From an optimization exercise on the open Yosys and OpenROAD flow, aimed at small area and few clock cycles; shortcuts taken in it are not production practice.
The RTL was checked by simulation tests, not by an equivalence proof against the original design.
Power is estimated from default activity; no workload was simulated.

build 55:
==> flow/design.v (excerpt) <==
module mcb_top (
    input  wire        clk,
    input  wire        rst,
    input  wire        cmd_valid,
    output wire        cmd_ready,
    input  wire [31:0] cmd_data,
    output wire        smp_valid,
    input  wire        smp_ready,
    output wire [15:0] smp_data,
    output reg         byte_valid,
    input  wire        byte_ready,
    output wire [7:0]  byte_data,
    output reg         rd_valid,
    input  wire        rd_ready,
    output reg  [31:0] rd_data,
    output wire        irq
);
    localparam [2:0] S_IDLE = 3'd0, S_ONSET = 3'd1, S_CLOCK = 3'd2, S_SYNC = 3'd3,
                     S_DATA = 3'd4, S_DONE = 3'd5, S_FAIL = 3'd6;
    localparam [1:0] LV_NONE = 2'd0, LV_L = 2'd1, LV_H = 2'd2;
    localparam [2:0] E_CONFIG = 3'd1, E_CLOCK = 3'd2, E_DESYNC = 3'd3,
                     E_FRAMING = 3'd4, E_CMD = 3'd5;
    localparam N_KEEP = 8;    
    reg [2:0]  dstate;
    reg [5:1]  errflags;      
    reg [2:0]  cause;
    reg [31:0] esmp, ebyte, cmdcnt;
    reg [14:0] enc_t, enc_a, minvol;
    reg [1:0]  ctrl;
    reg [31:0] smpcnt;
    reg [14:0] nf;            
    reg        thr_ok;        
    reg [14:0] clk_t;
    reg [31:0] bitcnt, bytecnt, skipcnt;
    reg        be;
    reg [14:0] mv;
    reg [1:0]  lvl;
    reg [15:0] cnt;           
    reg [1:0]  stg;           
    reg [15:0] ncnt;          
    reg        xs;
    reg [4:0]  bufn;
    reg        outl;
    reg        ph;
    reg [3:0]  nb;
    reg [9:0]  sh;
    reg        partial;
    reg [15:0] bq [0:N_KEEP-1];    
    reg [4:0]  rd_sel;
  ...
clock: 16.0 ns
lec_check: 0
cap_margin: 20
core_margin: 2
core_utilization: 40
slew_margin: 20
run.sh (not shown) runs the stock make flow with config.mk's settings and CLKGATE_MAP_FILE= SYNTH_SCRIPT=/design/flow/synth_recipe.tcl, a recipe that flattens the netlist after the stock synthesis.
Testbench counts of build 55, summed over its fixed seeds: cycles 108,164.
### build 55 -> build 58
==> flow/flow/run.sh (new file) <==
#!/bin/bash
# Layout flow: the standard flow (standard.sh) with these changes:
#  - synthesis maps the logic with an area-oriented ABC script
#    (flow/abc_area.script) instead of ORFS's delay-oriented abc_speed.script;
#    the flip-flop mapping and register names are the standard synthesis's;
#  - every input and output port still gets its own buffer, a buf_2 cell;
#  - clock tree synthesis without dummy loads.
# Everything else is the standard layout. Each step's full output goes to a
# log file here.
set -euo pipefail
WORK=$(pwd)
# a private copy of ORFS's scripts folder with the ABC script replaced
rm -rf "$WORK/orfs_scripts"
cp -r "$FLOW_HOME/scripts" "$WORK/orfs_scripts"
cp "$WORK/flow/abc_area.script" "$WORK/orfs_scripts/abc_speed.script"
export BUFFER_PORTS_ARGS="-buffer_cell sky130_fd_sc_hd__buf_2"
export CTS_ARGS="-sink_clustering_enable -repair_clock_nets -dont_use_dummy_load"
bash standard.sh synth "SCRIPTS_DIR=$WORK/orfs_scripts" > "$WORK/flow_synth.log" 2>&1
bash standard.sh finish "SCRIPTS_DIR=$WORK/orfs_scripts" > "$WORK/flow_layout.log" 2>&1
test -s "$WORK/out/final.def"
==> flow/flow/abc_area.script (new file) <==
strash
&get -n
&fraig -x
&put
dc2
dc2
strash
&get -n
&dch -f
&nf -a
&put
strash
&get -n
&dch -f
&nf -a
&put
==> flow/standard.sh (new file) <==
#!/bin/bash
# synth_recipe.tcl (not shown) runs the flow's synth.tcl, then flattens the netlist and writes it again
# the make line also repeats each setting of config.mk as NAME=value (left out here)
make -C /OpenROAD-flow-scripts/flow DESIGN_CONFIG=/design/flow/config.mk WORK_HOME=/design/flow/orfs CLKGATE_MAP_FILE= SYNTH_SCRIPT=/design/flow/synth_recipe.tcl "${@:-finish}"
removed: flow/run.sh
Tightest slew margin relative to the limit for build 58: 3.6 points up relative to build 55
Diff build 55 -> build 58: number of buffers outside the clock class in the layout now sits lower, number of cells traversed by the worst register-to-register path increased by about 50% relative to the old numbers, power dissipated in sequential cells stayed essentially flat.
Compared to build 55, the router laid down less metal wire for build 58.
Of the two values seen for critical path class, input port to register was produced by build 55 and register to register by build 58.
Comparing build 55 and build 58, the lower combinational gate power is on build 58.
Relative to build 55, the HPWL after detailed placement measured on build 58 has decreased by a little under 10%.
[inputs] build 76 vs build 58
==> flow/flow/run.sh <==
#!/bin/bash
# Layout flow: the standard flow (standard.sh) with one change, the ABC
# script used to map the logic in synthesis is an area-oriented one
# (flow/abc_area.script) instead of ORFS's delay-oriented abc_speed.script.
# Everything else, the flip-flop mapping and names included, is the standard
# synthesis and layout. Each step's full output goes to a log file here.
set -euo pipefail
WORK=$(pwd)
# a private copy of ORFS's scripts folder with the ABC script replaced
rm -rf "$WORK/orfs_scripts"
cp -r "$FLOW_HOME/scripts" "$WORK/orfs_scripts"
cp "$WORK/flow/abc_area.script" "$WORK/orfs_scripts/abc_speed.script"
bash standard.sh synth "SCRIPTS_DIR=$WORK/orfs_scripts" > "$WORK/flow_synth.log" 2>&1
bash standard.sh finish "SCRIPTS_DIR=$WORK/orfs_scripts" > "$WORK/flow_layout.log" 2>&1
test -s "$WORK/out/final.def"
==> comparison <==
In build 76 the first-pass detailed-route iteration total turned out 3 lower than in build 58.
In build 76, routed metal-1 wirelength is higher than in build 58.
Per the comparison of build 76 with build 58, total number of vias did not really move, endpoint required time on the critical path went up.

========
run 1:
Another version of the RTL of mcb_top (not shown whole).
Size in the first run: about 600 flip-flops, ~99 I/O pins.
clock: 16.0 ns
lec_check: 0
cap_margin: 0
core_margin: 2
core_utilization: 55
slew_margin: 0
standard.sh (not shown) runs the stock make flow with config.mk's settings and CLKGATE_MAP_FILE= SYNTH_SCRIPT=/design/flow/synth_recipe.tcl, a recipe that flattens the netlist after the stock synthesis.
==> flow/flow/run.sh <==
#!/bin/bash
# Layout flow: the standard flow (standard.sh) with these changes:
#  - synthesis leaves the adders and comparators to ABC as plain logic (no
#    mapping to the fixed full/half-adder cells first, ADDER_MAP_FILE empty) and
#    maps the logic with an area-oriented ABC script (flow/abc_area.script, with
#    a 60 s &deepsyn run) instead of ORFS's delay-oriented abc_speed.script;
#    the flip-flop mapping and register names are the standard synthesis's;
#  - every input and output port still gets its own buffer, a buf_1 cell;
#  - clock tree synthesis without dummy loads, with clusters of up to 24 sinks.
# Everything else is the standard layout. Each step's full output goes to a
# log file here.
set -euo pipefail
WORK=$(pwd)
# a private copy of ORFS's scripts folder with the ABC script replaced
rm -rf "$WORK/orfs_scripts"
cp -r "$FLOW_HOME/scripts" "$WORK/orfs_scripts"
cp "$WORK/flow/abc_area.script" "$WORK/orfs_scripts/abc_speed.script"
export BUFFER_PORTS_ARGS="-buffer_cell sky130_fd_sc_hd__buf_1"
export CTS_ARGS="-sink_clustering_enable -repair_clock_nets -dont_use_dummy_load -sink_clustering_size 24 -sink_clustering_max_diameter 100"
bash standard.sh synth "SCRIPTS_DIR=$WORK/orfs_scripts" "ADDER_MAP_FILE=" > "$WORK/flow_synth.log" 2>&1
bash standard.sh finish "SCRIPTS_DIR=$WORK/orfs_scripts" > "$WORK/flow_layout.log" 2>&1
test -s "$WORK/out/final.def"
==> flow/flow/abc_area.script <==
strash
&get -n
&fraig -x
&put
dc2
dc2
strash
&get -n
&deepsyn -T 60
&dch -f
&nf -a
&put
Testbench counts of run 1, summed over its fixed seeds: cycles 108,164.
#### Input delta (run 2 over run 1)
--- a/flow/config.mk
+++ b/flow/config.mk
@@ -10,2 +10,3 @@
 export CORE_UTILIZATION = 55
+export GPL_TIMING_DRIVEN = 0
 export SLEW_MARGIN = 0
==> comparison <==
- | run 2 | all stages done | FAIL | capacitance limit, slew limit |
- Run 1 has higher overall routed net length than run 2.
- Termination of the worst setup path: cnt[12] -> run 1, ebyte[11] -> run 2
- Total power, run 2 and run 1: higher on run 2
- Comparing run 2 and run 1, register share of total power is lower on run 2.
- Run 2 ends up with a cell area after placement that is about 0.7% higher than in run 1.
- Run 2 — hold slack 21 ps higher, run 1 as reference
- Cmp run 2 vs run 1: switching fraction of total power higher in run 2
- Delta (run 2 minus run 1): mean routed wirelength per cell down 0.84 um; finished layout cell area has increased; fraction of power consumed by the clock network now larger.
- Going from run 1 to run 2, number of clock-tree buffers in the layout grew by a few percent.
Changes in run 3 relative to run 2:
==> flow/flow/run.sh <==
#!/bin/bash
# Layout flow: the standard flow (standard.sh) with these changes:
#  - synthesis maps the logic with an area-oriented ABC script
#    (flow/abc_area.script, with a 60 s &deepsyn run) instead of ORFS's delay-oriented abc_speed.script;
#    the flip-flop mapping and register names are the standard synthesis's;
#  - every input and output port still gets its own buffer, a buf_2 cell;
#  - clock tree synthesis without dummy loads, with clusters of up to 24 sinks.
# Everything else is the standard layout. Each step's full output goes to a
# log file here.
set -euo pipefail
WORK=$(pwd)
# a private copy of ORFS's scripts folder with the ABC script replaced
rm -rf "$WORK/orfs_scripts"
cp -r "$FLOW_HOME/scripts" "$WORK/orfs_scripts"
cp "$WORK/flow/abc_area.script" "$WORK/orfs_scripts/abc_speed.script"
export BUFFER_PORTS_ARGS="-buffer_cell sky130_fd_sc_hd__buf_2"
export CTS_ARGS="-sink_clustering_enable -repair_clock_nets -dont_use_dummy_load -sink_clustering_size 24 -sink_clustering_max_diameter 100"
bash standard.sh synth "SCRIPTS_DIR=$WORK/orfs_scripts" > "$WORK/flow_synth.log" 2>&1
bash standard.sh finish "SCRIPTS_DIR=$WORK/orfs_scripts" > "$WORK/flow_layout.log" 2>&1
test -s "$WORK/out/final.def"
--- a/flow/config.mk
+++ b/flow/config.mk
@@ -7,6 +7,5 @@
 export LEC_CHECK = 0
-export CAP_MARGIN = 0
+export CAP_MARGIN = 20
 export CORE_MARGIN = 2
-export CORE_UTILIZATION = 55
-export GPL_TIMING_DRIVEN = 0
-export SLEW_MARGIN = 0
+export CORE_UTILIZATION = 40
+export SLEW_MARGIN = 20
[summary]
Out of run 3 and run 2, the only run to close with the timing, design-rule and antenna checks passing was run 3. Every stage of run 2 finished as expected; the final checks, on the other hand, flagged capacitance limit, slew limit, which means the layout fails. Between run 3 and run 2, critical path depth is lower for run 2, run 3 comes in above that. Comparing run 2 against run 3, there is no change at all in number of post-CTS setup repair buffers. Cmp run 3 and run 2 / total number of vias / higher: run 3. On smallest setup slack after layout: run 3 sits above run 2. Run 3: switching power of the nets about 0.6% above run 2. Delta (run 3 minus run 2): fraction of synthesized area in multiplexers neither gained nor lost much, area inside the core boundary picked up an extra about 50%, global-route usage lost 10 points.
> inputs changed (run 3 -> run 4)
--- a/flow/flow/run.sh
+++ b/flow/flow/run.sh
@@ -2,4 +2,6 @@
 # Layout flow: the standard flow (standard.sh) with these changes:
-#  - synthesis maps the logic with an area-oriented ABC script
-#    (flow/abc_area.script, with a 60 s &deepsyn run) instead of ORFS's delay-oriented abc_speed.script;
+#  - synthesis leaves the adders and comparators to ABC as plain logic (no
+#    mapping to the fixed full/half-adder cells first, ADDER_MAP_FILE empty) and
+#    maps the logic with an area-oriented ABC script (flow/abc_area.script, with
+#    a 60 s &deepsyn run) instead of ORFS's delay-oriented abc_speed.script;
 #    the flip-flop mapping and register names are the standard synthesis's;
@@ -17,3 +19,3 @@
 export CTS_ARGS="-sink_clustering_enable -repair_clock_nets -dont_use_dummy_load -sink_clustering_size 24 -sink_clustering_max_diameter 100"
-bash standard.sh synth "SCRIPTS_DIR=$WORK/orfs_scripts" > "$WORK/flow_synth.log" 2>&1
+bash standard.sh synth "SCRIPTS_DIR=$WORK/orfs_scripts" "ADDER_MAP_FILE=" > "$WORK/flow_synth.log" 2>&1
 bash standard.sh finish "SCRIPTS_DIR=$WORK/orfs_scripts" > "$WORK/flow_layout.log" 2>&1
==> notes.md <==
Run 4 vs run 3: maximum frequency up in run 4
Worst hold slack on run 4 is behind run 3.
From run 3 to run 4 the numbers moved as follows: maximum vdd drop shrank by 36%, area added between synthesis and finish grew by 0.87 points, total number of nets in the final design shrank by 12%, net switching power grew by 1.6%.
Worst path setup slack after routing on run 4 is ahead of run 3.
Going from run 3 to run 4, share of the clock period used by the worst path went down by 7.0 points, cell area went down by 7.7%, wire length on met2 saw a decrease.
Leading cell type in the layout, fill and taps excluded = a21oi_1: run 3; leading cell type in the layout, fill and taps excluded = nand2_1: run 4
Input-level comparison between run 5 and run 4:
--- a/flow/flow/run.sh
+++ b/flow/flow/run.sh
@@ -7,4 +7,4 @@
 #    the flip-flop mapping and register names are the standard synthesis's;
-#  - every input and output port still gets its own buffer, a buf_2 cell;
-#  - clock tree synthesis without dummy loads, with clusters of up to 24 sinks.
+#  - every input and output port still gets its own buffer, a buf_1 cell;
+#  - clock tree synthesis without dummy loads, with clusters of up to 30 sinks.
 # Everything else is the standard layout. Each step's full output goes to a
@@ -17,4 +17,4 @@
 cp "$WORK/flow/abc_area.script" "$WORK/orfs_scripts/abc_speed.script"
-export BUFFER_PORTS_ARGS="-buffer_cell sky130_fd_sc_hd__buf_2"
-export CTS_ARGS="-sink_clustering_enable -repair_clock_nets -dont_use_dummy_load -sink_clustering_size 24 -sink_clustering_max_diameter 100"
+export BUFFER_PORTS_ARGS="-buffer_cell sky130_fd_sc_hd__buf_1"
+export CTS_ARGS="-sink_clustering_enable -repair_clock_nets -dont_use_dummy_load -sink_clustering_size 30 -sink_clustering_max_diameter 90"
 bash standard.sh synth "SCRIPTS_DIR=$WORK/orfs_scripts" "ADDER_MAP_FILE=" > "$WORK/flow_synth.log" 2>&1
--- a/flow/config.mk
+++ b/flow/config.mk
@@ -7,5 +7,5 @@
 export LEC_CHECK = 0
-export CAP_MARGIN = 20
+export CAP_MARGIN = 0
 export CORE_MARGIN = 2
-export CORE_UTILIZATION = 40
-export SLEW_MARGIN = 20
+export CORE_UTILIZATION = 55
+export SLEW_MARGIN = 0
Results
Wire length down about 1.8% in run 5 wrt run 4
In the final design statistics, run 5 uses fewer standard cells in total than run 4.
On overall die height: between run 5 and run 4, it ends up lower for run 5.
Run 5 went all the way through the flow, and no timing, DRC or antenna check failed.
Power in combinational cells: run 5 and run 4 compared, higher one is run 5
Number of flip-flops and latches: run 5 vs run 4 identical

-- separate check: timing with driven ports --
Ports are ideal in the flow. The routed layouts listed here were re-timed in OpenROAD. Step 1 sets driving cells, clkbuf_16 on the clock port and buf_2 on the other inputs (assumed; they add their load-dependent delay and slew). Step 2 adds t to the input delays and takes it off the output delays; t is the mean of the earliest and latest rising clock arrival at the registers after step 1. Input paths then give back, and output paths get back, about the clock's delay inside the block. a / b / c = ideal ports / drivers / drivers and shift; a / b = the first two.
run | t, ns | slack for setup (ns) | latest minus earliest clock arrival (ns)
build 55 | 0.722 | 6.544 / 6.545 / 5.866 | 0.037 / 0.037
build 58 | 0.675 | 4.582 / 4.582 / 4.582 | 0.091 / 0.091
build 76 | 0.702 | 4.357 / 4.357 / 4.357 | 0.032 / 0.032
run 1 | 0.686 | 5.453 / 5.453 / 4.904 | 0.054 / 0.054
run 2 | 0.697 | 3.857 / 3.898 / 3.201 | 0.055 / 0.054
run 3 | 0.684 | 4.967 / 4.967 / 4.674 | 0.084 / 0.084
run 4 | 0.627 | 6.089 / 6.140 / 5.513 | 0.080 / 0.080
run 5 | 0.633 | 5.392 / 5.392 / 4.857 | 0.073 / 0.073
For build 55, which loses most, drivers alone change the setup slack by +0.001 ns; drivers and shift together by -0.678 ns.
